What follows belongs to an exercise in optimizing a design on an open flow for small area; a production flow would make more cautious choices.
The RTL was checked by simulation tests, not by an equivalence proof against the original design.
No activity file was given, so power comes from the tool's default toggle rates.

**flow/design.v**
```verilog
module ibus_decoder (
    input  wire        clk,
    input  wire        rst,
    input  wire        in_valid,
    input  wire [7:0]  in_byte,
    output reg  [15:0] ch0,
    output reg  [15:0] ch1,
    output reg  [15:0] ch2,
    output reg  [15:0] ch3,
    output reg  [15:0] ch4,
    output reg  [15:0] ch5
);
    reg [4:0]  rem;
    reg [3:0]  idx;
    reg [12:0] acc;
    reg        cmd_ok;
    reg [95:0] sr;
    wire idle   = (rem == 5'd0);
    wire ck_hi  = (rem == 5'd1);
    wire accum  = (rem[4:2] != 3'd0) || (rem == 5'd3);
    wire len_ok = (in_byte[7:6] == 2'b00) && (in_byte[5] ? (in_byte[4:0] == 5'd0)
                                                         : (in_byte[4:2] != 3'd0));
    wire idx_done = (idx == 4'd13);
    wire shift    = in_valid && accum && !idx_done;
    wire csum_ok = (acc[7:0] == 8'hFF) && (in_byte == {3'b111, ~acc[12:8]});
    wire commit  = in_valid && ck_hi && csum_ok && cmd_ok && idx_done;
    always @(posedge clk) begin
        if (rst)
            rem <= 5'd0;
        else if (in_valid) begin
            if (idle)
                rem <= len_ok ? (in_byte[4:0] - 5'd1) : 5'd0;
            else
                rem <= rem - 5'd1;
        end
    end
    always @(posedge clk)
        if (shift)
            sr <= {in_byte, sr[95:8]};
    always @(posedge clk) begin
        if (in_valid)
            acc <= (idle ? 13'd0 : acc) + {5'd0, in_byte};
        if (in_valid && idle)
            idx <= 4'd0;
        else if (shift)
            idx <= idx + 4'd1;
        if (shift && idx == 4'd0)
            cmd_ok <= (in_byte == 8'h40);
    end
    wire        ld   = commit && !rst;
    wire        hold = !commit && !rst;
    wire [95:0] ch_q = {ch5, ch4, ch3, ch2, ch1, ch0};
    wire [95:0] ch_d = (sr & {96{ld}}) | (ch_q & {96{hold}});
    always @(posedge clk)
        {ch5, ch4, ch3, ch2, ch1, ch0} <= ch_d;
endmodule
module mixer_core (
    input  wire [15:0] steer,
    input  wire [15:0] throttle,
    output wire [8:0]  a_next,
    output wire [8:0]  b_next
);
    wire steer_right = (steer >= 16'd1510);
    wire steer_left  = (steer <= 16'd1490);
    wire [5:0] nsum = steer[3:0] + steer[7:4] + steer[11:8] + steer[15:12];
    reg  [2:0] m;
    always @(*) m = nsum % 6'd5;
    reg [17:0] kc;
    always @(*) begin
        case ({steer_left, m})
            4'b0000: kc = 18'd1001;
            4'b0001: kc = 18'd1002;
            4'b0010: kc = 18'd1003;
            4'b0011: kc = 18'd999;
            4'b0100: kc = 18'd1000;
            4'b1000: kc = -18'sd2000;
            4'b1001: kc = -18'sd2001;
            4'b1010: kc = -18'sd2002;
            4'b1011: kc = -18'sd1998;
            4'b1100: kc = -18'sd1999;
            default: kc = 18'bx;
        endcase
    end
    wire [17:0] sx = {2'b00, steer} ^ {18{~steer_left}};    
    wire [17:0] y  = {3'b000, throttle[15:1]} + sx + kc + {17'd0, throttle[0]};
    wire red_ok = (y[17:9] == 9'd0) && (y[8:0] <= 9'd500);
    wire [8:0] red = red_ok ? y[8:0] : 9'd0;
    wire full_ok = (throttle >= 16'd1000) && (throttle <= 16'd2000);
    wire [9:0] yf = throttle[9:0] - 10'd999;
    wire [8:0] full = full_ok ? yf[9:1] : 9'd0;
    assign a_next = steer_left  ? red : full;
    assign b_next = steer_right ? red : full;
endmodule
module drive_mixer (
    input  wire        clk,
    input  wire        rst,
    input  wire        tick,
    input  wire [15:0] steer,
    input  wire [15:0] throttle,
    output reg  [8:0]  a_speed,
    output reg  [8:0]  b_speed
);
    wire [8:0] a_next, b_next;
    mixer_core u_core (
        .steer    (steer),
        .throttle (throttle),
        .a_next   (a_next),
        .b_next   (b_next)
    );
    always @(posedge clk) begin
        if (rst) begin
            a_speed <= 9'd0;
            b_speed <= 9'd0;
        end else if (tick) begin
            a_speed <= a_next;
            b_speed <= b_next;
        end
    end
endmodule
module ibus_mixer #(
    parameter [15:0] DUTY_MAX = 16'd500
) (
    input  wire        clk,
    input  wire        rst,
    input  wire        in_valid,
    input  wire [7:0]  in_byte,
    input  wire        tick,
    output wire [15:0] ch0,
    output wire [15:0] ch1,
    output wire [15:0] ch2,
    output wire [15:0] ch3,
    output wire [15:0] ch4,
    output wire [15:0] ch5,
    output wire [15:0] a_speed,
    output wire [15:0] b_speed,
    output wire        a_dir,
    output wire        b_dir
);
    wire [8:0] a9, b9;
    ibus_decoder u_decoder (
        .clk      (clk),
        .rst      (rst),
        .in_valid (in_valid),
        .in_byte  (in_byte),
        .ch0      (ch0),
        .ch1      (ch1),
        .ch2      (ch2),
        .ch3      (ch3),
        .ch4      (ch4),
        .ch5      (ch5)
    );
    drive_mixer u_mixer (
        .clk      (clk),
        .rst      (rst),
        .tick     (tick),
        .steer    (ch0),
        .throttle (ch2),
        .a_speed  (a9),
        .b_speed  (b9)
    );
    assign a_speed = {7'd0, a9};
    assign b_speed = {7'd0, b9};
    assign a_dir   = 1'b0;
    assign b_dir   = 1'b0;
endmodule
```
**flow/flow/run.sh**
```bash
#!/bin/bash
# The standard layout (standard.sh) with these changes:
#  - synthesis maps the logic with an area-oriented ABC script
#    (flow/abc_area.script, used through ABC_AREA=1 from a copy of the
#    ORFS scripts folder) and leaves adders to ABC (no ADDER_MAP_FILE);
#    flip-flop mapping is untouched;
#  - ports are buffered with buf_1;
#  - the clock tree uses clkbuf_4 in small clusters, without dummy loads;
#  - the constant outputs share synthesis's single tie cell.
# make's output goes to standard.log; ORFS writes each step's log under orfs/logs.
set -euo pipefail
HERE=$(pwd)
rm -rf "$HERE/scripts_mod"
cp -r "$FLOW_HOME/scripts" "$HERE/scripts_mod"
cp "$HERE/flow/abc_area.script" "$HERE/scripts_mod/abc_area.script"
bash standard.sh \
  "SCRIPTS_DIR=$HERE/scripts_mod" \
  "ABC_AREA=1" \
  "ADDER_MAP_FILE=" \
  "SKIP_REPAIR_TIE_FANOUT=1" \
  "BUFFER_PORTS_ARGS=-buffer_cell sky130_fd_sc_hd__buf_1" \
  "CTS_ARGS=-sink_clustering_enable -repair_clock_nets -dont_use_dummy_load -buf_list sky130_fd_sc_hd__clkbuf_4 -sink_clustering_size 10 -sink_clustering_max_diameter 30" \
  finish > standard.log 2>&1
```
**flow/flow/abc_area.script**
```
strash
&get -n
&dch -f
&if -a -K 3
&mfs -e -W 20 -L 20
&fx
&st
&put
balance -l
resub -K 6 -l
rewrite -l
resub -K 6 -N 2 -l
refactor -l
resub -K 8 -l
balance -l
resub -K 8 -N 2 -l
rewrite -l
resub -K 10 -l
rewrite -z -l
resub -K 10 -N 2 -l
balance -l
resub -K 12 -l
refactor -z -l
resub -K 12 -N 2 -l
rewrite -z -l
balance -l
&get -n
&dch -f
&if -a -K 4
&mfs -e -W 20 -L 20
&fx
&st
&put
balance -l
resub -K 6 -l
rewrite -l
resub -K 6 -N 2 -l
refactor -l
resub -K 8 -l
balance -l
resub -K 8 -N 2 -l
rewrite -l
resub -K 10 -l
rewrite -z -l
resub -K 10 -N 2 -l
balance -l
resub -K 12 -l
refactor -z -l
resub -K 12 -N 2 -l
rewrite -z -l
balance -l
&get -n
&dch -f
&if -a -K 3
&mfs -e -W 20 -L 20
&fx
&st
&put
balance -l
resub -K 6 -l
rewrite -l
resub -K 6 -N 2 -l
refactor -l
resub -K 8 -l
balance -l
resub -K 8 -N 2 -l
rewrite -l
resub -K 10 -l
rewrite -z -l
resub -K 10 -N 2 -l
balance -l
resub -K 12 -l
refactor -z -l
resub -K 12 -N 2 -l
rewrite -z -l
balance -l
&get -n
&dch -f
&if -a -K 4
&mfs -e -W 20 -L 20
&fx
&st
&put
balance -l
resub -K 6 -l
rewrite -l
resub -K 6 -N 2 -l
refactor -l
resub -K 8 -l
balance -l
resub -K 8 -N 2 -l
rewrite -l
resub -K 10 -l
rewrite -z -l
resub -K 10 -N 2 -l
balance -l
resub -K 12 -l
refactor -z -l
resub -K 12 -N 2 -l
rewrite -z -l
balance -l
&get -n
&st
&dch -f
&nf -p -F 8 -R 1000
&put
topo
```
**flow/standard.sh**
```bash
#!/bin/bash
# synth_recipe.tcl (not shown) runs the flow's synth.tcl, then flattens the netlist and writes it again
# the make line also repeats each setting of config.mk as NAME=value (left out here)
make -C /OpenROAD-flow-scripts/flow DESIGN_CONFIG=/design/flow/config.mk WORK_HOME=/design/flow/orfs CLKGATE_MAP_FILE= SYNTH_SCRIPT=/design/flow/synth_recipe.tcl "${@:-finish}"
```
**flow/config.mk**
```make
export PLATFORM = sky130hd
export DESIGN_NAME = ibus_mixer
export DESIGN_NICKNAME = ibus_mixer
export VERILOG_FILES = /design/flow/design.v
export SDC_FILE = /design/flow/constraint.sdc
export NUM_CORES = 4
export LEC_CHECK = 0
export CAP_MARGIN = 20
export CORE_MARGIN = 2
export CORE_UTILIZATION = 60
export SLEW_MARGIN = 20
```
**flow/constraint.sdc**
```tcl
create_clock -name core_clock -period 33.0 [get_ports {clk}]
set_input_delay 6.6000 -clock core_clock [delete_from_list [all_inputs] [get_ports {clk}]]
set_output_delay 6.6000 -clock core_clock [all_outputs]
set_load 0.01 [all_outputs]
```
==> metrics.yaml, run 1 <==
status:
  status: "no timing/DRC/antenna violations"
worst_hold_path:
  hold_class: "flip-flop to flip-flop"
power:
  p_leak_nw: 3.546
  pwr_density_cell_nw_per_um2: 51.27
  irDropWorstVdd_uv: 33.06
clocking:
  cts_buffer_depth: 3
  cts_buffers: 40
  cts_tree: "done"
  cts_sinks: 233
  cts.clk_slew.worst_paths_ps: 100
  cts_max_level: 2
  hold_buffers: 0
  clock-root-buffer: "clkbuf_4"
  postCtsSetupRepairBufs: 0
  clock_latency_ps: 640
  cts_resized: 0
sta:
  rsz0062_at_grt: "false"
  report.final.setup_viol: 0
  tns_ps: 0
  final.min_clock_period_ps: 9995
  finalMaxSlewViolations: 0
  slew_headroom: 0.2878
  worstMarginPinSlew_ps: 1068
  finalCritPeriodShare: 0.3029
  hold_viol: 0
  fmax_mhz: 100.0
  skew_ps: 79.60
yosys:
  synth_compound_area_frac: 0.1624
  netlist-cell-type-count: 44
  synthTopCellsByArea: "edfxtp_1 36%, dfxtp_1 27%, a22o_1 9.1%"
  synth_edf_count: 110
  syn_nets: 759
  ys_warn_count: 3
  postSynthCellCount: 747
  synth_area_leader_cell: "edfxtp_1"
  synth.most_common_cell: "dfxtp_1"
  ys_seq_area_frac: 0.6251
  synth_top_family_by_area: "compound AO/OA/AOI/OAI gates"
  synthXorXnorAreaFrac: 0.07691
  avgSynthCellArea_um2: 12.35
  synth.area.mux_share: 0
  synthAdderAreaFrac: 0.01845
  synth_ff_type: "dfxtp_1"
  synthSimpleGateAreaFrac: 0.1001
  syn_area_um2: 9224
  synth_top_cells_by_count: "123 x dfxtp_1, 110 x edfxtp_1, 96 x a22o_1, 55 x xnor2_1, 51 x a21oi_1"
  postSynth.asyncResetShare: 0
  synth_top_area_frac: 0.3581
  synth-seq-cells: 233
global_routing:
  grt_max_degree: 97
  grt_pass1_vias: 6395
  grt_pass1_wl_um: 31710
  antenna_found_initial: 0
  overflow: 0
  grt_usage: 0.2419
detailed_routing:
  via_count: 6630
  routed_via_density: 6.094
  finalWirelength_um: 19900
  route.detailed.drc: 0
  ant_nets: 0
  drt_iter0_drc: 538
  drt-pass1-iter-count: 5
  wl_per_cell_um: 18.29
setup_path:
  worst-endpoint-required_ps: 33380
  critPathLaunchType: "primary input"
  path_cells: "buf_1, nand3_1, nand2_1, o21ai_0, o21a_1, maj3_1, maj3_1, maj3_1, maj3_1, maj3_1, maj3_1, and3_1, a22oi_1, nor2b_1"
  endpoint_kind: "flip-flop"
  critical-path-top-delay-family: "adder cells"
  worstSetupPathType: "primary input to flip-flop"
  slowest_delay_ps: 400
  worst_path_most_repeated_cell: "maj3_1"
  slowest_stage: "maj3_1"
  path_max_fanout: 9
  cp.arrival_ps: 10380
  crit_buf_inv: 1
run:
  drv_cap: 0
final_layout:
  final_cell_area_um2: 10150
  antenna_cells: 0
  final_cell_count_no_fill: 1088
  syn2layout_area_growth_pct: 10.09
  nets: 914
  drive_gt1_frac: 0.05333
  n_fill_cell: 1193
placed_design:
  dp_hpwl_um: 13180
  port_buffers: 125
  gp_routability_congestion: 0.8464
  post-place-cells: 1048
  placed_area_um2: 9853
die:
  die_width_um: 128.0
  io_pins: 142
  dieArea_um2: 16380
  die_h_um: 128.0
  core_um2: 15090
  rows: 45
  initial_core_util: 0.6113
[layer usage]
metal,GRT usage,vias to the layer above,wire (um),share of wire
met5,0,-,0,0
met4,0.1054,0,497,0.025
met3,0.04967,42,1177,0.059
met2,0.4055,223,9777,0.49
met1,0.3061,3241,8444,0.42
li1,-,3124,-,-
[state kept, by name, summed over array words and instances (netlist names)]
signal and count:
u_decoder.acc 13, u_decoder.ch0 16, u_decoder.ch1 16, u_decoder.ch2 16
u_decoder.ch3 16, u_decoder.ch4 16, u_decoder.ch5 16, u_decoder.cmd_ok 1
u_decoder.idx 4, u_decoder.rem 5, u_decoder.sr 96, u_mixer.a_speed 9
u_mixer.b_speed 9
[kinds of logic (layout without fill, tap and decap cells)]
logic type      after synthesis  count (layout)
flops                       233             233
simple gates                179             179
compound gates              211             211
other cells                   1               1
fa+ha+maj                    17              17
xor+xnor                     81              81
buf+inv                      25             178
[final cells by class]
type / instances / area (um2) / area share
timing repair buffer: 129 / 500.5 / 0.04929
tap: 188 / 235.2 / 0.02316
clock buffer: 40 / 300.3 / 0.02957
sequential: 233 / 5766 / 0.5678
inverter: 9 / 33.78 / 0.003327
multi-input combinational: 489 / 3319 / 0.3269
[power breakdown]
part	internal [mW]	switching (mW)	leakage (nW)
Sequential	0.324	0.0101	2.01
Combinational	0.0152	0.0267	1.35
Clock	0.0556	0.0890	0.184
Total	0.395	0.126	3.55
[per-stage QoR]
| step | utilization | power [mW] | hold slack, ps | setup slack, ps |
|---|---|---|---|---|
| after CTS | 0.6729 | 0.5261 | 414.6 | 23040 |
| after global placement | 0.6530 | 0.3793 | 429.0 | 22500 |
| after floorplan | - | 0.3704 | 427.3 | 20570 |
| after detailed placement | 0.6530 | 0.3821 | 434.7 | 22370 |
| final | 0.6730 | 0.5207 | 413.2 | 23000 |
| after global routing | 0.6730 | 0.5434 | 431.1 | 22830 |
[cell usage in the layout (no fill, tap or decap), drive strengths merged, types with 12 or more instances in the layout]
cell | synthesis | final
o22ai | 21 | 21
xor2 | 26 | 26
a21oi | 51 | 51
nor2 | 38 | 38
nand2b | 16 | 16
clkbuf | 0 | 41
and2 | 13 | 13
xnor2 | 55 | 55
edfxtp | 110 | 110
nor3 | 12 | 12
dfxtp | 123 | 123
nand2 | 37 | 37
buf | 16 | 128
a22o | 96 | 96
maj3 | 17 | 17
o21ai | 25 | 25
[worst paths after layout]
check	from	to	slack [ps]	cells after the start
setup / recovery	in_byte[0]	u_decoder.acc[11]	23000	14
hold / removal	u_decoder.sr[79]	u_decoder.sr[71]	410	0
setup reg to reg	u_decoder.ch0[9]	u_mixer.b_speed[3]	24380	38
hold reg to reg	u_decoder.sr[79]	u_decoder.sr[71]	410	0
[worst reg2reg max path, delay by kind of cell (launching register included)]
kind / cells / cell delay (ps)
simple gates: 14 / 2570
fa+ha+maj: 4 / 1600
flops: 1 / 420
compound gates: 15 / 2880
xor+xnor: 4 / 1010
buf+inv: 1 / 110
==> run 2, diff against run 1 <==
--- a/flow/flow/run.sh
+++ b/flow/flow/run.sh
@@ -5,7 +5,7 @@
 #    ORFS scripts folder) and leaves adders to ABC (no ADDER_MAP_FILE);
 #    flip-flop mapping is untouched;
 #  - ports are buffered with buf_1;
-#  - the clock tree uses clkbuf_4 in small clusters, without dummy loads;
+#  - the clock tree uses clkbuf_8 in small clusters, without dummy loads;
 #  - the constant outputs share synthesis's single tie cell.
 # make's output goes to standard.log; ORFS writes each step's log under orfs/logs.
 set -euo pipefail
@@ -19,5 +19,5 @@
   "ADDER_MAP_FILE=" \
   "SKIP_REPAIR_TIE_FANOUT=1" \
   "BUFFER_PORTS_ARGS=-buffer_cell sky130_fd_sc_hd__buf_1" \
-  "CTS_ARGS=-sink_clustering_enable -repair_clock_nets -dont_use_dummy_load -buf_list sky130_fd_sc_hd__clkbuf_4 -sink_clustering_size 10 -sink_clustering_max_diameter 30" \
+  "CTS_ARGS=-sink_clustering_enable -repair_clock_nets -dont_use_dummy_load -buf_list sky130_fd_sc_hd__clkbuf_8 -sink_clustering_size 20 -sink_clustering_max_diameter 50" \
   finish > standard.log 2>&1
==> run 2 against run 1 <==
- synthesized area unchanged
- via count down 1.8%
- critical path depth unchanged
- sequential share of layout area up 0.14 points
- non-clock buffer count unchanged
- wire length down 1.4%
- register-to-register slack about the same
- final cell count down 1.8%
- final area down 0.25%
- sequential cell count unchanged
- largest power group unchanged
==> metrics.yaml, run 2 <==
placed_design:
  gp_routability_congestion: 0.8464  # unchanged
  placed_area_um2: 9853  # unchanged
  port_buffers: 125  # unchanged
  dp_hpwl_um: 13180  # unchanged
die:
  rows: 45  # unchanged
  io_pins: 142  # unchanged
  die_width_um: 128.0  # unchanged
  initial_core_util: 0.6113  # unchanged
  dieArea_um2: 16380  # unchanged
  die_h_um: 128.0  # unchanged
  core_um2: 15090  # unchanged
global_routing:
  antenna_found_initial: 0  # unchanged
  grt_util_met3: 0.04090  # -0.008765
  grt_most_used_layer: "met2"
  grtUsageMet1: 0.3052  # -0.0008378
  grt_pass1_wl_um: 31170  # -1.7%
  grt_usage: 0.2353  # -0.006621
  grt_pass1_vias: 6208  # -2.9%
  overflow: 0  # unchanged
  grt_max_degree: 97  # unchanged
  use_met2: 0.4039  # -0.001573
run:
  drv_cap: 0  # unchanged
detailed_routing:
  drt-pass1-iter-count: 5  # unchanged
  drt_iter0_drc: 495  # -8.0%
  ant_nets: 0  # unchanged
  route.detailed.drc: 0  # unchanged
  via_count: 6513  # -1.8%
  finalWirelength_um: 19620  # -1.4%
  wl_per_cell_um: 18.37  # +0.44%
  routed_via_density: 6.098  # about the same
yosys:
  netlist-cell-type-count: 44  # unchanged
  postSynthCellCount: 747  # unchanged
  synth.most_common_cell: "dfxtp_1"
  ys_seq_area_frac: 0.6251  # unchanged
  synth-seq-cells: 233  # unchanged
  ys_warn_count: 3  # unchanged
  synth_ff_type: "dfxtp_1"
  synth_area_leader_cell: "edfxtp_1"
  avgSynthCellArea_um2: 12.35  # unchanged
  synth_top_area_frac: 0.3581  # unchanged
  syn_nets: 759  # unchanged
  syn_area_um2: 9224  # unchanged
  postSynth.asyncResetShare: 0  # unchanged
  synth_top_cells_by_count: "123 x dfxtp_1, 110 x edfxtp_1, 96 x a22o_1, 55 x xnor2_1, 51 x a21oi_1"
  synthTopCellsByArea: "edfxtp_1 36%, dfxtp_1 27%, a22o_1 9.1%"
  synth_edf_count: 110  # unchanged
final_layout:
  drive_gt1_frac: 0.03182  # -0.02152
  antenna_cells: 0  # unchanged
  largest_register_ffs: 96  # unchanged
  mostFrequentLayoutCell: "buf_1"
  nets: 894  # -2.2%
  layout_common_cells: "124 x buf_1, 123 x dfxtp_1, 110 x edfxtp_1, 96 x a22o_1, 55 x xnor2_1"
  regMostFlops: "u_decoder.sr"
  syn2layout_area_growth_pct: 9.821
  final_cell_area_um2: 10130  # -0.25%
sta:
  rsz0062_at_grt: "false"
  fmax_mhz: 99.02  # -1.0%
  skew_ps: 65.50  # -14.10 ps
  report.final.setup_viol: 0  # unchanged
  final.min_clock_period_ps: 10100  # +103.6 ps
  worstMarginPinSlew_ps: 1073  # +4.629 ps
  tns_ps: 0  # unchanged
  slew_headroom: 0.2847  # -0.003086
  finalCritPeriodShare: 0.3060  # +0.003139
  finalMaxSlewViolations: 0  # unchanged
  hold_viol: 0  # unchanged
status:
  status: "no timing/DRC/antenna violations"
power:
  p_sw_frac: 0.2359  # -0.005615
  irDropWorstVdd_uv: 41.03  # +24%
  switchingPower_mw: 0.1215  # -3.4%
  p_leak_nw: 3.506  # -1.1%
  combPwrFrac: 0.081  # about the same
  pwr_density_cell_nw_per_um2: 50.84  # -0.84%
  pwr-share-seq: 0.649  # +0.007
  p_clk_frac: 0.270  # -0.008
  intPower_mw: 0.3935  # -0.35%
clocking:
  cts_resized: 0  # unchanged
  hold_buffers: 0  # unchanged
  cts_buffer_depth: 3  # unchanged
  clock-root-buffer: "clkbuf_8"
  cts_tree: "done"
  cts_buffers: 20  # -50%
  cts_max_level: 1  # -1
  clock_latency_ps: 540  # -100 ps
  cts_sinks: 233  # unchanged
  cts.clk_slew.worst_paths_ps: 100  # about the same
  postCtsSetupRepairBufs: 0  # unchanged
setup_path:
  path_max_fanout: 9  # unchanged
  worst-endpoint-required_ps: 33280  # -100 ps
  endpoint_kind: "flip-flop"
  worstSetupPathType: "primary input to flip-flop"
  critPathLaunchType: "primary input"
  cp.arrival_ps: 10380  # about the same
worst_hold_path:
  hold_class: "flip-flop to flip-flop"
-- run 2: cell counts after synthesis --
No cell type changed its count.
-- run 2: kinds of logic (layout without fill, tap and decap cells) --
kind of cell               Yosys count  count (layout)  synth area share
AOI/OAI and AO/OA                  211             211            0.1624
xor gates and xnor gates            81              81           0.07691
adders and majority gates           17              17           0.01845
buffers and inverters               25             158           0.01669
DFF                                233             233            0.6251
other                                1               1         0.0004066
and+or+nand+nor                    179             179            0.1001
-- run 2: worst paths after layout --
path                                            to              from  slack (ps)  depth (start not counted)
worst max-delay path             u_decoder.acc[11]        in_byte[0]       22900                         14
worst max register to register  u_mixer.b_speed[3]  u_decoder.ch0[9]       24380                         38
worst min register to register    u_decoder.sr[62]  u_decoder.sr[70]         400                          0
worst min-delay path              u_decoder.sr[62]  u_decoder.sr[70]         400                          0
-- run 2: power groups by stage --
stage / Sequential, mW / Clock [mW] / Combinational [mW]
after floorplan: 0.339 / 0 / 0.0317
after global placement: 0.339 / 0 / 0.0401
after detailed placement: 0.340 / 0 / 0.0418
after CTS: 0.334 / 0.144 / 0.0420
after global routing: 0.336 / 0.153 / 0.0460
final: 0.334 / 0.139 / 0.0418
-- run 2: stage by stage --
| step | std cells | power [mW] | worst slack, ps | utilization | hold slack (ps) |
|---|---|---|---|---|---|
| finish | 1068 | 0.5150 | 22900 | 0.6713 | 400.4 |
| global route | 1068 | 0.5346 | 22730 | 0.6713 | 423.6 |
| CTS | 1068 | 0.5196 | 22930 | 0.6712 | 396.7 |
| detailed placement | 1048 | 0.3821 | 22370 | 0.6530 | 434.7 |
| global placement | 1048 | 0.3793 | 22500 | 0.6530 | 429.0 |
| floorplan | 747 | 0.3704 | 20570 | - | 427.3 |
-- run 2: layout make-up --
cell class / count / area, um2
sequential: 233 / 5766
clock buffer: 20 / 275.3
inverter: 9 / 33.78
multi-input combinational: 489 / 3319
tap: 188 / 235.2
timing repair buffer: 129 / 500.5
fill: 1173 / 4960
-- run 2: critical path, cell delays in order --
cell and delay, ps:
buf_1 330, nand3_1 180, nand2_1 110, o21ai_0 140
o21a_1 230, maj3_1 370, maj3_1 390, maj3_1 400
maj3_1 380, maj3_1 380, maj3_1 390, and3_1 250
a22oi_1 150, nor2b_1 70
-- run 2: per-layer routing --
| metal | vias to the layer above | share of wire |
|---|---|---|
| met3 | 43 | 0.050 |
| met5 | - | 0 |
| li1 | 3066 | - |
| met1 | 3201 | 0.42 |
| met4 | 0 | 0.028 |
| met2 | 203 | 0.50 |
==> run 3, diff against run 2 <==
--- a/flow/design.v
+++ b/flow/design.v
@@ -13,7 +13,6 @@
     reg [4:0]  rem;
     reg [3:0]  idx;
     reg [12:0] acc;
-    reg        cmd_ok;
     reg [95:0] sr;
     wire idle   = (rem == 5'd0);
     wire ck_hi  = (rem == 5'd1);
@@ -21,9 +20,9 @@
     wire len_ok = (in_byte[7:6] == 2'b00) && (in_byte[5] ? (in_byte[4:0] == 5'd0)
                                                          : (in_byte[4:2] != 3'd0));
     wire idx_done = (idx == 4'd13);
-    wire shift    = in_valid && accum && !idx_done;
+    wire shift    = in_valid && accum && (idx < 4'd13);
     wire csum_ok = (acc[7:0] == 8'hFF) && (in_byte == {3'b111, ~acc[12:8]});
-    wire commit  = in_valid && ck_hi && csum_ok && cmd_ok && idx_done;
+    wire commit  = in_valid && ck_hi && csum_ok && idx_done;
     always @(posedge clk) begin
         if (rst)
             rem <= 5'd0;
@@ -37,15 +36,14 @@
     always @(posedge clk)
         if (shift)
             sr <= {in_byte, sr[95:8]};
+    wire [7:0] vbyte = in_byte & {8{in_valid}};
+    always @(posedge clk)
+        acc <= (idle ? 13'd0 : acc) + {5'd0, vbyte};
     always @(posedge clk) begin
-        if (in_valid)
-            acc <= (idle ? 13'd0 : acc) + {5'd0, in_byte};
         if (in_valid && idle)
             idx <= 4'd0;
         else if (shift)
-            idx <= idx + 4'd1;
-        if (shift && idx == 4'd0)
-            cmd_ok <= (in_byte == 8'h40);
+            idx <= (idx == 4'd0 && in_byte != 8'h40) ? 4'd15 : idx + 4'd1;
     end
     wire        ld   = commit && !rst;
     wire        hold = !commit && !rst;
@@ -62,7 +60,8 @@
 );
     wire steer_right = (steer >= 16'd1510);
     wire steer_left  = (steer <= 16'd1490);
-    wire [5:0] nsum = steer[3:0] + steer[7:4] + steer[11:8] + steer[15:12];
+    wire [8:0] bsum = steer[7:0] + steer[15:8];
+    wire [5:0] nsum = bsum[3:0] + bsum[7:4] + bsum[8];
     reg  [2:0] m;
     always @(*) m = nsum % 6'd5;
     reg [17:0] kc;
@@ -86,8 +85,8 @@
     wire red_ok = (y[17:9] == 9'd0) && (y[8:0] <= 9'd500);
     wire [8:0] red = red_ok ? y[8:0] : 9'd0;
     wire full_ok = (throttle >= 16'd1000) && (throttle <= 16'd2000);
-    wire [9:0] yf = throttle[9:0] - 10'd999;
-    wire [8:0] full = full_ok ? yf[9:1] : 9'd0;
+    wire [8:0] yf = throttle[9:1] + throttle[0] - 9'd500;    
+    wire [8:0] full = full_ok ? yf : 9'd0;
     assign a_next = steer_left  ? red : full;
     assign b_next = steer_right ? red : full;
 endmodule
--- a/flow/flow/run.sh
+++ b/flow/flow/run.sh
@@ -5,7 +5,7 @@
 #    ORFS scripts folder) and leaves adders to ABC (no ADDER_MAP_FILE);
 #    flip-flop mapping is untouched;
 #  - ports are buffered with buf_1;
-#  - the clock tree uses clkbuf_8 in small clusters, without dummy loads;
+#  - the clock tree uses clkbuf_4 in small clusters, without dummy loads;
 #  - the constant outputs share synthesis's single tie cell.
 # make's output goes to standard.log; ORFS writes each step's log under orfs/logs.
 set -euo pipefail
@@ -19,5 +19,5 @@
   "ADDER_MAP_FILE=" \
   "SKIP_REPAIR_TIE_FANOUT=1" \
   "BUFFER_PORTS_ARGS=-buffer_cell sky130_fd_sc_hd__buf_1" \
-  "CTS_ARGS=-sink_clustering_enable -repair_clock_nets -dont_use_dummy_load -buf_list sky130_fd_sc_hd__clkbuf_8 -sink_clustering_size 20 -sink_clustering_max_diameter 50" \
+  "CTS_ARGS=-sink_clustering_enable -repair_clock_nets -dont_use_dummy_load -buf_list sky130_fd_sc_hd__clkbuf_4 -sink_clustering_size 12 -sink_clustering_max_diameter 40" \
   finish > standard.log 2>&1
--- a/flow/config.mk
+++ b/flow/config.mk
@@ -7,5 +7,5 @@
 export LEC_CHECK = 0
 export CAP_MARGIN = 20
 export CORE_MARGIN = 2
-export CORE_UTILIZATION = 60
+export CORE_UTILIZATION = 40
 export SLEW_MARGIN = 20
==> run 3 against run 2 <==
- still clean on timing, DRC and antenna
- worst setup slack worse by 230 ps
- sequential cell count is 1 lower
- worst hold slack better by 5.5 ps
- maximum frequency is 2.2% lower
- count of clock-buffer cells in the layout is 14 higher
- register-to-register slack worse by 680 ps
- via count is 4.7% lower
- critical path depth is 3 higher
- global-route usage is 7.1 points lower
- clock power hardly changed
- critical path type unchanged
==> metrics.yaml, run 3 <==
status:
  status: "no timing/DRC/antenna violations"
final_layout:
  layout_common_cells: "136 x dfxtp_1, 125 x buf_1, 96 x a22o_1, 96 x edfxtp_1, 65 x nor2_1"
  mostFrequentLayoutCell: "dfxtp_1"
  multiInputGateArea_um2: 3356  # +1.1%
  syn2layout_area_growth_pct: 11.55
  regMostFlops: "u_decoder.sr"
  antenna_cells: 0  # unchanged
  drive_gt1_frac: 0.04724  # +0.01543
  n_fill_cell: 2148  # +83%
  largest_register_ffs: 96  # unchanged
  nets: 903  # +1.0%
  finish.utilization: 0.4509  # -0.2204
  seq_area_um2: 5605  # -2.8%
yosys:
  postSynth.asyncResetShare: 0  # unchanged
  synthTopCellsByArea: "edfxtp_1 32%, dfxtp_1 30%, a22o_1 9.3%"
  netlist-cell-type-count: 48  # +9.1%
  synth-seq-cells: 232  # -0.43%
  synth_top_cells_by_count: "136 x dfxtp_1, 96 x a22o_1, 96 x edfxtp_1, 66 x nor2_1, 58 x xnor2_1"
  postSynthCellCount: 741  # -0.80%
  synth_top_area_frac: 0.3179  # -0.04019
  avgSynthCellArea_um2: 12.24  # -0.90%
  syn_nets: 753  # -0.79%
  synth_ff_type: "dfxtp_1"
  synth_edf_count: 96  # -13%
  ys_seq_area_frac: 0.6182  # -0.006881
  syn_area_um2: 9067  # -1.7%
  ys_warn_count: 3  # unchanged
  synth_area_leader_cell: "edfxtp_1"
  synth.most_common_cell: "dfxtp_1"
global_routing:
  antenna_found_initial: 1  # +1
  grt_pass1_wl_um: 31690  # +1.7%
  grt_usage: 0.1648  # -0.07051
  grt_max_degree: 89  # -8.2%
  overflow: 0  # unchanged
  grt_pass1_vias: 5857  # -5.7%
setup_path:
  worst-endpoint-required_ps: 33520  # +240 ps
  worst_path_most_repeated_cell: "maj3_1"
  crit_buf_inv: 1  # unchanged
  path_cells: "buf_1, and4_1, a21oi_1, a21oi_1, a21oi_1, a21oi_1, nor2_1, a21o_1, maj3_1, maj3_1, maj3_1, maj3_1, maj3_1, nor2_1, and2_0, nand3_1, xor2_1"
  worstSetupPathType: "primary input to flip-flop"
  critical-path-top-delay-family: "adder cells"
  cp.arrival_ps: 10850  # +470 ps
  endpoint_kind: "flip-flop"
  slowest_stage: "buf_1"
  path_max_fanout: 15  # +6
  slowest_delay_ps: 450  # +50 ps
  critPathLaunchType: "primary input"
detailed_routing:
  wl_per_cell_um: 17.00  # -7.5%
  via_count: 6205  # -4.7%
  finalWirelength_um: 19960  # +1.7%
  drt_iter0_drc: 367  # -26%
  drt-pass1-iter-count: 4  # -1
  routed_via_density: 5.285  # -13%
  route.detailed.drc: 0  # unchanged
  ant_nets: 0  # unchanged
sta:
  report.final.setup_viol: 0  # unchanged
  rsz0062_at_grt: "false"
  hold_viol: 0  # unchanged
  finalCritPeriodShare: 0.3129  # +0.006924
  tns_ps: 0  # unchanged
  slew_headroom: 0.3050  # +0.02030
  worstMarginPinSlew_ps: 1042  # -30.46 ps
  finalMaxSlewViolations: 0  # unchanged
  skew_ps: 74.39  # +8.891 ps
  final.min_clock_period_ps: 10330  # +228.5 ps
  fmax_mhz: 96.83  # -2.2%
clocking:
  postCtsSetupRepairBufs: 0  # unchanged
  cts_buffer_depth: 3  # unchanged
  clock_latency_ps: 620  # +80 ps
  cts.clk_slew.worst_paths_ps: 110  # about the same
  hold_buffers: 0  # unchanged
  cts_tree: "done"
  cts_sinks: 232  # -0.43%
  clock-root-buffer: "clkbuf_4"
  cts_resized: 0  # unchanged
  cts_max_level: 2  # +1
  cts_buffers: 34  # +70%
die:
  die_h_um: 154.6  # +21%
  dieArea_um2: 23890  # +46%
  rows: 55  # +22%
  die_width_um: 154.6  # +21%
  io_pins: 142  # unchanged
  core_um2: 22430  # +49%
  initial_core_util: 0.4042  # -0.2071
placed_design:
  port_buffers: 125  # unchanged
  dp_hpwl_um: 13180  # about the same
  gp_routability_congestion: 0.7973  # -5.8%
worst_hold_path:
  hold_class: "flip-flop to flip-flop"
run:
  drv_cap: 0  # unchanged
power:
  p_leak_nw: 3.532  # +0.73%
  irDropWorstVdd_uv: 29.87  # -27%
  pwr_density_cell_nw_per_um2: 50.69  # -0.30%
## run 3: kinds of logic (layout without fill, tap and decap cells)
kind of cell,after synthesis,in the layout,share of synthesized area
other cells,1,1,0.0004136
compound gates,188,188,0.1547
simple gates,186,186,0.09701
mux,3,3,0.003588
fa+ha+maj,18,18,0.01987
xor+xnor,93,93,0.09135
flops,232,232,0.6182
buf+inv,20,168,0.01490
## run 3: final cells by class
| class | instances | share of cell area |
|---|---|---|
| tap | 285 | 0.03525 |
| inverter | 4 | 0.001484 |
| clock buffer | 34 | 0.02524 |
| multi-input combinational | 489 | 0.3318 |
| sequential | 232 | 0.5542 |
| timing repair buffer | 130 | 0.05208 |
## run 3: per-stage QoR
step	total power, mW	setup WS (ps)	hold slack (ps)	cell area, um2	instances
floorplan	0.3712	21710	427.3	9067	741
global placement	0.3828	22170	431.5	9831	1139
detailed placement	0.3840	22050	432.5	9858	1140
CTS	0.5221	22760	400.9	10110	1174
global route	0.5393	22460	402.8	10110	1174
finish	0.5127	22670	405.9	10110	1174
## run 3: path summary, 6_finish.rpt
check / cells after the start / from / to / slack, ps
max: 17 / in_valid / u_decoder.acc[12] / 22670
max reg2reg: 40 / u_decoder.ch0[9] / u_mixer.a_speed[7] / 23700
min reg2reg: 0 / u_decoder.sr[90] / u_decoder.sr[82] / 410
min: 0 / u_decoder.sr[90] / u_decoder.sr[82] / 410
## run 3: worst register-to-register path, delay by kind of cell, from the launching register on
| family | cells | cell delay, ps |
|---|---|---|
| AO/OA/AOI/OAI | 11 | 1670 |
| buffers and inverters | 1 | 70 |
| multiplexers | 1 | 110 |
| adder cells (fa/ha/maj) | 10 | 4010 |
| AND/OR/NAND/NOR | 14 | 2060 |
| flip-flops | 1 | 560 |
| XOR/XNOR | 3 | 760 |
## run 3: power breakdown
| part | switching (mW) | internal (mW) | total, mW |
|---|---|---|---|
| registers | 0.0113 | 0.322 | 0.333 |
| logic | 0.0278 | 0.0160 | 0.0438 |
| clock network | 0.0883 | 0.0477 | 0.136 |
## run 3: layer usage
metal	GRT usage	part of all wire	wire, um
met1	0.2260	0.46	9273
met2	0.2619	0.46	9178
met3	0.03895	0.055	1107
met4	0.04718	0.020	396
met5	0	0	0
==> run 4, diff against run 3 <==
--- a/flow/flow/run.sh
+++ b/flow/flow/run.sh
@@ -19,5 +19,5 @@
   "ADDER_MAP_FILE=" \
   "SKIP_REPAIR_TIE_FANOUT=1" \
   "BUFFER_PORTS_ARGS=-buffer_cell sky130_fd_sc_hd__buf_1" \
-  "CTS_ARGS=-sink_clustering_enable -repair_clock_nets -dont_use_dummy_load -buf_list sky130_fd_sc_hd__clkbuf_4 -sink_clustering_size 12 -sink_clustering_max_diameter 40" \
+  "CTS_ARGS=-sink_clustering_enable -repair_clock_nets -dont_use_dummy_load -buf_list {sky130_fd_sc_hd__clkbuf_4 sky130_fd_sc_hd__clkbuf_8} -sink_clustering_size 16 -sink_clustering_max_diameter 50" \
   finish > standard.log 2>&1
--- a/flow/config.mk
+++ b/flow/config.mk
@@ -7,5 +7,5 @@
 export LEC_CHECK = 0
 export CAP_MARGIN = 20
 export CORE_MARGIN = 2
-export CORE_UTILIZATION = 40
+export CORE_UTILIZATION = 60
 export SLEW_MARGIN = 20
==> run 4 against run 3 <==
- wire length decreased by 5.3%
- global-route usage increased by 7.0 points
- critical path depth unchanged
- final area decreased by 0.99%
- clock skew increased by 9.3 ps
- worst hold slack improved by 15 ps
- clock power increased by 6%
- synthesized cell count unchanged
- die area decreased by 33%
- combinational power about the same
==> metrics.yaml, run 4 <==
status:
  status: "no timing/DRC/antenna violations"
final_layout:
  syn2layout_area_growth_pct: 10.45
  mostFrequentLayoutCell: "dfxtp_1"
  final_cell_count_no_fill: 1061  # -9.6%
  layout_common_cells: "136 x dfxtp_1, 125 x buf_1, 96 x a22o_1, 96 x edfxtp_1, 65 x nor2_1"
  largest_register_ffs: 96  # unchanged
  final_cell_area_um2: 10010  # -0.99%
  regMostFlops: "u_decoder.sr"
  drive_gt1_frac: 0.03421  # -0.01304
  nets: 891  # -1.3%
  antenna_cells: 0  # unchanged
setup_path:
  path_depth: 17  # unchanged
  slowest_stage: "buf_1"
  path_cells: "buf_1, and4_1, a21oi_1, a21oi_1, a21oi_1, a21oi_1, nor2_1, a21o_1, maj3_1, maj3_1, maj3_1, maj3_1, maj3_1, nor2_1, and2_0, nand3_1, xor2_1"
  critPathCapture: "u_decoder.acc[12]"
  endpoint_kind: "flip-flop"
  path_max_fanout: 15  # unchanged
  critical-path-top-delay-family: "adder cells"
  critPathLaunchType: "primary input"
  r2r-end: "u_mixer.a_speed[7]"
  cp.arrival_ps: 10890  # +40 ps
  r2r_cells: 40  # unchanged
  slowest_delay_ps: 450  # about the same
  worstSetupPathType: "primary input to flip-flop"
  worst_path_most_repeated_cell: "maj3_1"
  crit_buf_inv: 1  # unchanged
  rrSetupSlack_ps: 23640  # -60 ps
  worst-endpoint-required_ps: 33420  # -100 ps
  critPathLaunch: "in_valid"
  r2r-start: "u_decoder.ch0[1]"
clocking:
  cts_tree: "done"
  cts_resized: 0  # unchanged
  cts_sinks: 232  # unchanged
  cts_buffers: 22  # -35%
  cts_buffer_depth: 3  # unchanged
  clock_latency_ps: 530  # -90 ps
  cts.clk_slew.worst_paths_ps: 80  # -30 ps
  postCtsSetupRepairBufs: 0  # unchanged
  hold_buffers: 0  # unchanged
  clock-root-buffer: "clkbuf_8"
  cts_max_level: 1  # -1
power:
  total_power_mw: 0.5210  # +1.6%
  p_leak_nw: 3.525  # -0.17%
  irDropWorstVdd_uv: 47.29  # +58%
  pwr_density_cell_nw_per_um2: 52.02  # +2.6%
yosys:
  ys_seq_area_frac: 0.6182  # unchanged
  synth_top_cells_by_count: "136 x dfxtp_1, 96 x a22o_1, 96 x edfxtp_1, 66 x nor2_1, 58 x xnor2_1"
  synth_ff_type: "dfxtp_1"
  postSynth.asyncResetShare: 0  # unchanged
  syn_nets: 753  # unchanged
  synth_top_area_frac: 0.3179  # unchanged
  syn_area_um2: 9067  # unchanged
  ys_warn_count: 3  # unchanged
  synth-seq-cells: 232  # unchanged
  avgSynthCellArea_um2: 12.24  # unchanged
  synth_edf_count: 96  # unchanged
  synth_area_leader_cell: "edfxtp_1"
  postSynthCellCount: 741  # unchanged
  synthTopCellsByArea: "edfxtp_1 32%, dfxtp_1 30%, a22o_1 9.3%"
  netlist-cell-type-count: 48  # unchanged
  synth.most_common_cell: "dfxtp_1"
detailed_routing:
  drt_iter0_drc: 426  # +16%
  ant_nets: 0  # unchanged
  routed_via_density: 5.963  # +13%
  via_count: 6327  # +2.0%
  finalWirelength_um: 18900  # -5.3%
  route.detailed.drc: 0  # unchanged
  wl_per_cell_um: 17.82  # +4.8%
  drt-pass1-iter-count: 6  # +2
placed_design:
  port_buffers: 125  # unchanged
  placed_area_um2: 9712  # -1.5%
  dp_hpwl_um: 13010  # -1.3%
  gp_routability_congestion: 0.8555  # +7.3%
  post-place-cells: 1039  # -8.9%
global_routing:
  antenna_found_initial: 0  # -1
  overflow: 0  # unchanged
  grt_usage: 0.2343  # +0.06956
  grt_pass1_vias: 6230  # +6.4%
  grt_pass1_wl_um: 30850  # -2.7%
  grt_max_degree: 97  # +9.0%
die:
  dieArea_um2: 16110  # -33%
  initial_core_util: 0.6192  # +0.2150
  die_h_um: 126.9  # -18%
  die_width_um: 126.9  # -18%
  core_um2: 14640  # -35%
  io_pins: 142  # unchanged
  rows: 44  # -20%
worst_hold_path:
  hold_class: "flip-flop to flip-flop"
  hold-path-cell-count: 0  # unchanged
sta:
  final.min_clock_period_ps: 10460  # +134.0 ps
  skew_ps: 83.72  # +9.333 ps
  report.final.setup_viol: 0  # unchanged
  worstMarginPinSlew_ps: 1051  # +8.581 ps
  slew_headroom: 0.2812  # -0.02384
  hold_viol: 0  # unchanged
  fmax_mhz: 95.59  # -1.3%
  tns_ps: 0  # unchanged
  finalCritPeriodShare: 0.3170  # +0.004061
  finalMaxSlewViolations: 0  # unchanged
  rsz0062_at_grt: "false"
run:
  drv_cap: 0  # unchanged
[run 4: logic make-up (layout without fill, tap and decap cells)]
family | count (synthesis) | count (layout) | share of synthesized area
other | 1 | 1 | 0.0004136
adders and majority gates | 18 | 18 | 0.01987
and+or+nand+nor | 186 | 186 | 0.09701
AOI/OAI and AO/OA | 188 | 188 | 0.1547
DFF | 232 | 232 | 0.6182
xor gates and xnor gates | 93 | 93 | 0.09135
buffers and inverters | 20 | 156 | 0.01490
muxes | 3 | 3 | 0.003588
[run 4: worst register-to-register path, delay by kind of cell (launching register included)]
| family | cells | cell delay (ps) |
|---|---|---|
| fa+ha+maj | 10 | 4020 |
| simple gates | 14 | 2110 |
| compound gates | 11 | 1680 |
| xor+xnor | 3 | 790 |
| flops | 1 | 530 |
| mux | 1 | 120 |
| buf+inv | 1 | 80 |
[run 4: routing by layer]
layer	vias to the layer above	share of wire	track usage
met5	-	0	0
met4	0	0.034	0.08662
met3	47	0.054	0.04682
met2	189	0.49	0.3880
met1	3070	0.43	0.3083
li1	3021	-	-
[run 4: cell type report]
class,instances,area [um2]
Multi-Input combinational cell,489,3354
Timing Repair Buffer,130,506.7
Clock buffer,22,302.8
Tap cell,184,230.2
Fill cell,1130,4629
Sequential cell,232,5605
Inverter,4,15.01
[run 4: worst min path at each step]
stage,startpoint,to,slack (ps)
2_1_floorplan,u_decoder.sr[8],u_decoder.sr[0],430
4_1_cts,u_decoder.sr[37],u_decoder.sr[29],420
3_3_place_gp,u_decoder.sr[63],u_decoder.sr[55],430
5_1_grt,u_decoder.sr[27],u_decoder.sr[19],440
3_5_place_dp,u_decoder.sr[10],u_decoder.sr[2],430
6_report,u_decoder.sr[37],u_decoder.sr[29],420
[run 4: power by group]
group | internal [mW] | switching [mW] | leakage [nW] | total (mW)
Sequential | 0.322 | 0.0119 | 1.98 | 0.334
Clock | 0.0594 | 0.0842 | 0.158 | 0.144
Combinational | 0.0158 | 0.0279 | 1.39 | 0.0437
[run 4: through the flow]
step / utilization / hold slack [ps] / setup WS (ps)
floorplan: - / 427.3 / 21710
global placement: 0.6632 / 428.8 / 22230
detailed placement: 0.6632 / 434.8 / 22030
CTS: 0.6839 / 423.1 / 22610
global route: 0.6839 / 438.5 / 22200
finish: 0.6839 / 420.9 / 22540
==> run 5, diff against run 4 <==
--- a/flow/flow/run.sh
+++ b/flow/flow/run.sh
@@ -19,5 +19,5 @@
   "ADDER_MAP_FILE=" \
   "SKIP_REPAIR_TIE_FANOUT=1" \
   "BUFFER_PORTS_ARGS=-buffer_cell sky130_fd_sc_hd__buf_1" \
-  "CTS_ARGS=-sink_clustering_enable -repair_clock_nets -dont_use_dummy_load -buf_list {sky130_fd_sc_hd__clkbuf_4 sky130_fd_sc_hd__clkbuf_8} -sink_clustering_size 16 -sink_clustering_max_diameter 50" \
+  "CTS_ARGS=-sink_clustering_enable -repair_clock_nets -dont_use_dummy_load -buf_list sky130_fd_sc_hd__clkbuf_4 -sink_clustering_size 10 -sink_clustering_max_diameter 30" \
   finish > standard.log 2>&1
==> run 5 against run 4 <==
- non-clock buffer count stayed put
- via count rose by 0.95%
- clock skew fell by 22 ps
- sequential power is essentially flat
==> metrics.yaml, run 5 <==
sta:
  worstMarginPinSlew_ps: 1017  # -33.98 ps
  finalMaxSlewViolations: 0  # unchanged
  skew_ps: 62.17  # -21.55 ps
  finalCritPeriodShare: 0.3145  # -0.002527
  report.final.setup_viol: 0  # unchanged
  tns_ps: 0  # unchanged
  hold_viol: 0  # unchanged
  hold_ws_ps: 415.0  # -5.958 ps
  slew_headroom: 0.3044  # +0.02324
  rsz0062_at_grt: "false"
  final.min_clock_period_ps: 10380  # -83.40 ps
  fmax_mhz: 96.36  # +0.80%
yosys:
  synth_area_leader_cell: "edfxtp_1"
  ys_warn_count: 3  # unchanged
  synth_ff_type: "dfxtp_1"
  ys_seq_area_frac: 0.6182  # unchanged
  syn_nets: 753  # unchanged
  netlist-cell-type-count: 48  # unchanged
  synthTopCellsByArea: "edfxtp_1 32%, dfxtp_1 30%, a22o_1 9.3%"
  synth_edf_count: 96  # unchanged
  postSynthCellCount: 741  # unchanged
  avgSynthCellArea_um2: 12.24  # unchanged
  synth_top_area_frac: 0.3179  # unchanged
  postSynth.asyncResetShare: 0  # unchanged
  synth_top_cells_by_count: "136 x dfxtp_1, 96 x a22o_1, 96 x edfxtp_1, 66 x nor2_1, 58 x xnor2_1"
  syn_area_um2: 9067  # unchanged
  synth-seq-cells: 232  # unchanged
  synth.most_common_cell: "dfxtp_1"
clocking:
  cts.clk_slew.worst_paths_ps: 100  # +20 ps
  postCtsSetupRepairBufs: 0  # unchanged
  cts_resized: 0  # unchanged
  cts_max_level: 2  # +1
  hold_buffers: 0  # unchanged
  clock_latency_ps: 630  # +100 ps
  cts_sinks: 232  # unchanged
  cts_tree: "done"
  cts_buffers: 36  # +64%
  cts_buffer_depth: 3  # unchanged
  clock-root-buffer: "clkbuf_4"
final_layout:
  mostFrequentLayoutCell: "dfxtp_1"
  regMostFlops: "u_decoder.sr"
  largest_register_ffs: 96  # unchanged
  final_cell_count_no_fill: 1075  # +1.3%
  n_fill_cell: 1141  # +0.97%
  antenna_cells: 0  # unchanged
  layout_common_cells: "136 x dfxtp_1, 125 x buf_1, 96 x a22o_1, 96 x edfxtp_1, 65 x nor2_1"
  drive_gt1_frac: 0.04938  # +0.01518
  syn2layout_area_growth_pct: 10.09
  finish.utilization: 0.6816  # -0.002222
  nets: 905  # +1.6%
detailed_routing:
  finalWirelength_um: 18960  # +0.31%
  drt_iter0_drc: 422  # -0.94%
  wl_per_cell_um: 17.64  # -0.99%
  via_count: 6387  # +0.95%
  routed_via_density: 5.941  # -0.37%
  ant_nets: 0  # unchanged
  drt-pass1-iter-count: 5  # -1
  route.detailed.drc: 0  # unchanged
setup_path:
  critical-path-top-delay-family: "adder cells"
  crit_buf_inv: 1  # unchanged
  path_depth: 17  # unchanged
  critPathLaunchType: "primary input"
  path_max_fanout: 15  # unchanged
  worstSetupPathType: "primary input to flip-flop"
  path_cells: "buf_1, and4_1, a21oi_1, a21oi_1, a21oi_1, a21oi_1, nor2_1, a21o_1, maj3_1, maj3_1, maj3_1, maj3_1, maj3_1, nor2_1, and2_0, nand3_1, xor2_1"
  endpoint_kind: "flip-flop"
  worst_path_most_repeated_cell: "maj3_1"
  cp.arrival_ps: 10870  # -20 ps
  slowest_delay_ps: 450  # about the same
  slowest_stage: "buf_1"
  r2r_cells: 40  # unchanged
  worst-endpoint-required_ps: 33500  # +80 ps
global_routing:
  grt_usage: 0.2375  # +0.003196
  overflow: 0  # unchanged
  grt_pass1_vias: 6308  # +1.3%
  grt_pass1_wl_um: 30950  # +0.34%
  grt_max_degree: 97  # unchanged
  antenna_found_initial: 0  # unchanged
worst_hold_path:
  hold_class: "flip-flop to flip-flop"
  hold-path-cell-count: 0  # unchanged
placed_design:
  post-place-cells: 1039  # unchanged
  dp_hpwl_um: 13010  # unchanged
  port_buffers: 125  # unchanged
  gp_routability_congestion: 0.8555  # unchanged
run:
  drv_cap: 0  # unchanged
die:
  io_pins: 142  # unchanged
  core_um2: 14640  # unchanged
  rows: 44  # unchanged
  initial_core_util: 0.6192  # unchanged
  die_h_um: 126.9  # unchanged
  die_width_um: 126.9  # unchanged
  dieArea_um2: 16110  # unchanged
status:
  status: "no timing/DRC/antenna violations"
power:
  pwr_density_cell_nw_per_um2: 51.41  # -1.2%
  irDropWorstVdd_uv: 37.57  # -21%
  p_leak_nw: 3.533  # +0.21%
==> run 5: worst paths after layout <==
path / from / endpoint / slack [ps]
hold / removal: u_decoder.sr[84] / u_decoder.sr[76] / 410
hold reg to reg: u_decoder.sr[84] / u_decoder.sr[76] / 410
setup / recovery: in_valid / u_decoder.acc[12] / 22620
setup reg to reg: u_decoder.ch0[9] / u_mixer.a_speed[7] / 23570
==> run 5: routing by layer <==
metal,up-vias,global-route usage,share of wire
met5,-,0,0
met4,0,0.1054,0.030
met3,47,0.05146,0.060
met2,207,0.3868,0.48
met1,3078,0.3081,0.43
li1,3055,-,-
==> run 5: kinds of logic after synthesis <==
logic type               share of synthesized area
flip-flops                                  0.6182
AO/OA/AOI/OAI                               0.1547
AND/OR/NAND/NOR                            0.09701
XOR/XNOR                                   0.09135
buffers and inverters                      0.01490
adder cells (fa/ha/maj)                    0.01987
multiplexers                              0.003588
other                                    0.0004136
==> run 5: power breakdown <==
| part | internal [mW] | switching (mW) |
|---|---|---|
| sequential | 0.322 | 0.0121 |
| combinational | 0.0158 | 0.0280 |
| clock | 0.0504 | 0.0852 |
| total | 0.388 | 0.125 |
==> run 5: per-stage QoR <==
step	power [mW]	area, um2	setup WS, ps
2_1_floorplan	0.3712	9067	21710
3_3_place_gp	0.3811	9712	22230
3_5_place_dp	0.3838	9712	22030
4_1_cts	0.5178	9982	22680
5_1_grt	0.5383	9982	22280
6_report	0.5131	9982	22620
==> run 5: cell type report <==
cell class	instances	area, um2	area share
Clock buffer	36	270.3	0.02707
Timing Repair Buffer	130	506.7	0.05076
Sequential cell	232	5605	0.5615
Inverter	4	15.01	0.001504
Tap cell	184	230.2	0.02306
Multi-Input combinational cell	489	3354	0.3360
==> run 6, diff against run 5 <==
--- a/flow/design.v
+++ b/flow/design.v
@@ -55,8 +55,12 @@
 module mixer_core (
     input  wire [15:0] steer,
     input  wire [15:0] throttle,
-    output wire [8:0]  a_next,
-    output wire [8:0]  b_next
+    output wire [8:0]  red,
+    output wire [8:0]  full,
+    output wire        a_red,
+    output wire        a_full,
+    output wire        b_red,
+    output wire        b_full
 );
     wire steer_right = (steer >= 16'd1510);
     wire steer_left  = (steer <= 16'd1490);
@@ -82,13 +86,15 @@
     end
     wire [17:0] sx = {2'b00, steer} ^ {18{~steer_left}};    
     wire [17:0] y  = {3'b000, throttle[15:1]} + sx + kc + {17'd0, throttle[0]};
-    wire red_ok = (y[17:9] == 9'd0) && (y[8:0] <= 9'd500);
-    wire [8:0] red = red_ok ? y[8:0] : 9'd0;
+    wire red_ok  = (y[17:9] == 9'd0) && (y[8:0] <= 9'd500);
     wire full_ok = (throttle >= 16'd1000) && (throttle <= 16'd2000);
     wire [8:0] yf = throttle[9:1] + throttle[0] - 9'd500;    
-    wire [8:0] full = full_ok ? yf : 9'd0;
-    assign a_next = steer_left  ? red : full;
-    assign b_next = steer_right ? red : full;
+    assign red    = y[8:0];
+    assign full   = yf;
+    assign a_red  = steer_left && red_ok;
+    assign a_full = !steer_left && full_ok;
+    assign b_red  = steer_right && red_ok;
+    assign b_full = !steer_right && full_ok;
 endmodule
 module drive_mixer (
     input  wire        clk,
@@ -99,21 +105,27 @@
     output reg  [8:0]  a_speed,
     output reg  [8:0]  b_speed
 );
-    wire [8:0] a_next, b_next;
+    wire [8:0] red, full;
+    wire       a_red, a_full, b_red, b_full;
     mixer_core u_core (
         .steer    (steer),
         .throttle (throttle),
-        .a_next   (a_next),
-        .b_next   (b_next)
+        .red      (red),
+        .full     (full),
+        .a_red    (a_red),
+        .a_full   (a_full),
+        .b_red    (b_red),
+        .b_full   (b_full)
     );
+    wire ld   = tick && !rst;
+    wire hold = !tick && !rst;
+    wire la_r = ld && a_red;
+    wire la_f = ld && a_full;
+    wire lb_r = ld && b_red;
+    wire lb_f = ld && b_full;
     always @(posedge clk) begin
-        if (rst) begin
-            a_speed <= 9'd0;
-            b_speed <= 9'd0;
-        end else if (tick) begin
-            a_speed <= a_next;
-            b_speed <= b_next;
-        end
+        a_speed <= (red & {9{la_r}}) | (full & {9{la_f}}) | (a_speed & {9{hold}});
+        b_speed <= (red & {9{lb_r}}) | (full & {9{lb_f}}) | (b_speed & {9{hold}});
     end
 endmodule
 module ibus_mixer #(
==> run 6 against run 5 <==
- final area is 0.43% lower
- sequential cell count stayed put
- critical endpoint unchanged
- critical path type unchanged
- die area is 0.64% lower
==> metrics.yaml, run 6 <==
clocking:
  cts_max_level: 2  # unchanged
  cts_buffers: 39  # +8.3%
  clock_latency_ps: 630  # about the same
  cts_resized: 0  # unchanged
  cts.clk_slew.worst_paths_ps: 100  # about the same
  postCtsSetupRepairBufs: 0  # unchanged
  hold_buffers: 0  # unchanged
  cts_buffer_depth: 3  # unchanged
  clock-root-buffer: "clkbuf_4"
  cts_tree: "done"
  cts_sinks: 232  # unchanged
final_layout:
  nets: 887  # -2.0%
  largest_register_ffs: 96  # unchanged
  drive_gt1_frac: 0.05498  # +0.005600
  regMostFlops: "u_decoder.sr"
  final_cell_area_um2: 9940  # -0.43%
  mostFrequentLayoutCell: "dfxtp_1"
  antenna_cells: 0  # unchanged
  n_fill_cell: 1128  # -1.1%
  syn2layout_area_growth_pct: 10.35
  layout_common_cells: "136 x dfxtp_1, 125 x buf_1, 96 x a22o_1, 96 x edfxtp_1, 56 x xnor2_1"
setup_path:
  path_max_fanout: 17  # +2
  endpoint_kind: "flip-flop"
  worstSetupPathType: "primary input to flip-flop"
  worst-endpoint-required_ps: 33470  # -30 ps
  critPathLaunchType: "primary input"
  cp.arrival_ps: 11030  # +160 ps
sta:
  worstMarginPinSlew_ps: 1030  # +13.18 ps
  rsz0062_at_grt: "false"
  hold_viol: 0  # unchanged
  final.min_clock_period_ps: 10560  # +184.0 ps
  skew_ps: 67.95  # +5.778 ps
  finalMaxSlewViolations: 0  # unchanged
  slew_headroom: 0.3132  # +0.008746
  report.final.setup_viol: 0  # unchanged
  fmax_mhz: 94.68  # -1.7%
  finalCritPeriodShare: 0.3201  # +0.005576
  tns_ps: 0  # unchanged
  hold_ws_ps: 418.3  # +3.318 ps
power:
  p_leak_nw: 3.467  # -1.9%
  irDropWorstVdd_uv: 37.84  # +0.74%
  pwr_density_cell_nw_per_um2: 51.58  # +0.34%
worst_hold_path:
  hold_class: "flip-flop to flip-flop"
detailed_routing:
  via_count: 6288  # -1.6%
  ant_nets: 0  # unchanged
  routed_via_density: 5.949  # +0.13%
  drt-pass1-iter-count: 4  # -1
  wl_per_cell_um: 18.14  # +2.8%
  drt_iter0_drc: 371  # -12%
  route.detailed.drc: 0  # unchanged
  finalWirelength_um: 19170  # +1.1%
yosys:
  ys_warn_count: 3  # unchanged
  synth_ff_type: "dfxtp_1"
  synth_top_cells_by_count: "136 x dfxtp_1, 96 x a22o_1, 96 x edfxtp_1, 56 x xnor2_1, 55 x nand2_1"
  avgSynthCellArea_um2: 12.51  # +2.2%
  ys_seq_area_frac: 0.6223  # +0.004122
  syn_area_um2: 9007  # -0.66%
  synthTopCellsByArea: "edfxtp_1 32%, dfxtp_1 30%, a22o_1 9.3%"
  syn_nets: 732  # -2.8%
  synth.most_common_cell: "dfxtp_1"
  postSynth.asyncResetShare: 0  # unchanged
  synth_top_area_frac: 0.3200  # +0.002120
  synth_edf_count: 96  # unchanged
  postSynthCellCount: 720  # -2.8%
  synth-seq-cells: 232  # unchanged
  synth_area_leader_cell: "edfxtp_1"
  netlist-cell-type-count: 47  # -2.1%
die:
  die_width_um: 126.5  # -0.32%
  io_pins: 142  # unchanged
  core_um2: 14590  # -0.38%
  rows: 44  # unchanged
  initial_core_util: 0.6174  # -0.001780
  dieArea_um2: 16010  # -0.64%
  die_h_um: 126.5  # -0.32%
global_routing:
  grt_usage: 0.2432  # +0.005723
  grt_pass1_wl_um: 31280  # +1.0%
  grt_max_degree: 97  # unchanged
  antenna_found_initial: 0  # unchanged
  overflow: 0  # unchanged
  grt_pass1_vias: 6231  # -1.2%
run:
  drv_cap: 0  # unchanged
placed_design:
  placed_area_um2: 9644  # -0.70%
  port_buffers: 125  # unchanged
  gp_routability_congestion: 0.8968  # +4.8%
  dp_hpwl_um: 12780  # -1.7%
status:
  status: "no timing/DRC/antenna violations"
[run 6: cell count changes in the layout (fill, tap and decap cells not counted), sizes merged, moves of 3 or more]
cell	previous run	this run
o221ai	0	18
clkbuf	36	39
clkinv	4	9
nor3	15	9
a21oi	31	26
nor4	5	8
nand2	45	55
nand2b	10	7
nor2b	8	13
nor2	66	41
xor2	34	38
o22ai	18	2
[run 6: per-layer routing]
metal / up-vias / GRT usage / part of all wire
met4: 0 / 0.1067 / 0.028
li1: 2999 / - / -
met1: 3045 / 0.3060 / 0.42
met3: 45 / 0.04935 / 0.057
met2: 199 / 0.4096 / 0.50
met5: - / 0 / 0
[run 6: stage by stage]
stage                     total power [mW]  setup slack (ps)    util  instances
after CTS                           0.5175             22560  0.6811       1057
after global placement              0.3748             22080  0.6611       1018
after floorplan                     0.3666             22390       -        720
after detailed placement            0.3774             21950  0.6611       1018
after global routing                0.5354             22190  0.6813       1057
final                               0.5127             22440  0.6813       1057
[run 6: worst paths after layout]
| path | startpoint | endpoint | slack [ps] | cells after the start |
|---|---|---|---|---|
| min reg2reg | u_decoder.sr[19] | u_decoder.sr[11] | 420 | 0 |
| max reg2reg | u_decoder.ch0[1] | u_mixer.b_speed[5] | 23020 | 36 |
| max | in_valid | u_decoder.acc[12] | 22440 | 17 |
| min | u_decoder.sr[19] | u_decoder.sr[11] | 420 | 0 |
[run 6: area by class of cell]
cell class | instances | area, um2 | area share
Tap cell | 184 | 230.2 | 0.02316
Multi-Input combinational cell | 463 | 3271 | 0.3291
Timing Repair Buffer | 130 | 506.7 | 0.05098
Inverter | 9 | 33.78 | 0.003399
Clock buffer | 39 | 292.8 | 0.02946
Sequential cell | 232 | 5605 | 0.5639
[run 6: critical path: stages]
cell and delay [ps]:
buf_1 560, and4_1 360, a21oi_1 70, a21oi_1 210, a21oi_1 120, a21oi_1 190
nor2_1 110, a21o_1 220, maj3_1 370, maj3_1 380, maj3_1 380, maj3_1 380
maj3_1 380, nor2_1 150, and2_0 260, nand3_1 140, xor2_1 160
[run 6: cells by family after synthesis]
| kind of cell | count (synthesis) | share of synthesized area |
|---|---|---|
| XOR/XNOR | 95 | 0.09390 |
| AO/OA/AOI/OAI | 179 | 0.1543 |
| adder cells (fa/ha/maj) | 17 | 0.01889 |
| multiplexers | 1 | 0.001250 |
| AND/OR/NAND/NOR | 170 | 0.09182 |
| flip-flops | 232 | 0.6223 |
| buffers and inverters | 25 | 0.01709 |
| other | 1 | 0.0004163 |
[run 6: power by group]
part           switching, mW  internal (mW)  total (mW)
Clock                 0.0869         0.0542       0.141
Combinational         0.0255         0.0147      0.0403
Sequential            0.0112          0.320       0.331
Total                  0.124          0.389       0.513

-- afterwards: timing with drivers on the ports --
The results above use ideal ports. As a check the final layouts listed here were re-extracted and re-timed, cells and wires unchanged.
Step 1 (the two cells are an assumption about what drives the block):
set clk [get_ports {clk}]
set_driving_cell -lib_cell sky130_fd_sc_hd__clkbuf_16 $clk
set_driving_cell -lib_cell sky130_fd_sc_hd__buf_2 [delete_from_list [all_inputs] $clk]
Step 2 adds t to the input delays and takes it off the output delays; t is the mean of the earliest and latest rising clock arrival at the registers after step 1. Input paths then give back, and output paths get back, about the clock's delay inside the block.
Three values: ideal, step 1, step 2; two values: the first two.
run	shift t [ns]	setup WS [ns]	latest minus earliest clock arrival (ns)
run 1	0.637	23.005 / 23.015 / 22.379	0.081 / 0.081
run 2	0.543	22.901 / 22.913 / 22.369	0.066 / 0.065
run 3	0.614	22.673 / 22.684 / 22.070	0.077 / 0.076
run 4	0.532	22.539 / 22.550 / 22.018	0.095 / 0.095
run 5	0.629	22.622 / 22.630 / 22.002	0.063 / 0.063
run 6	0.630	22.438 / 22.450 / 21.820	0.068 / 0.068
After both steps every run listed still meets setup and hold. The setup slack of run 1, which loses most, moves by +0.010 ns with the drivers and by -0.626 ns with both steps.
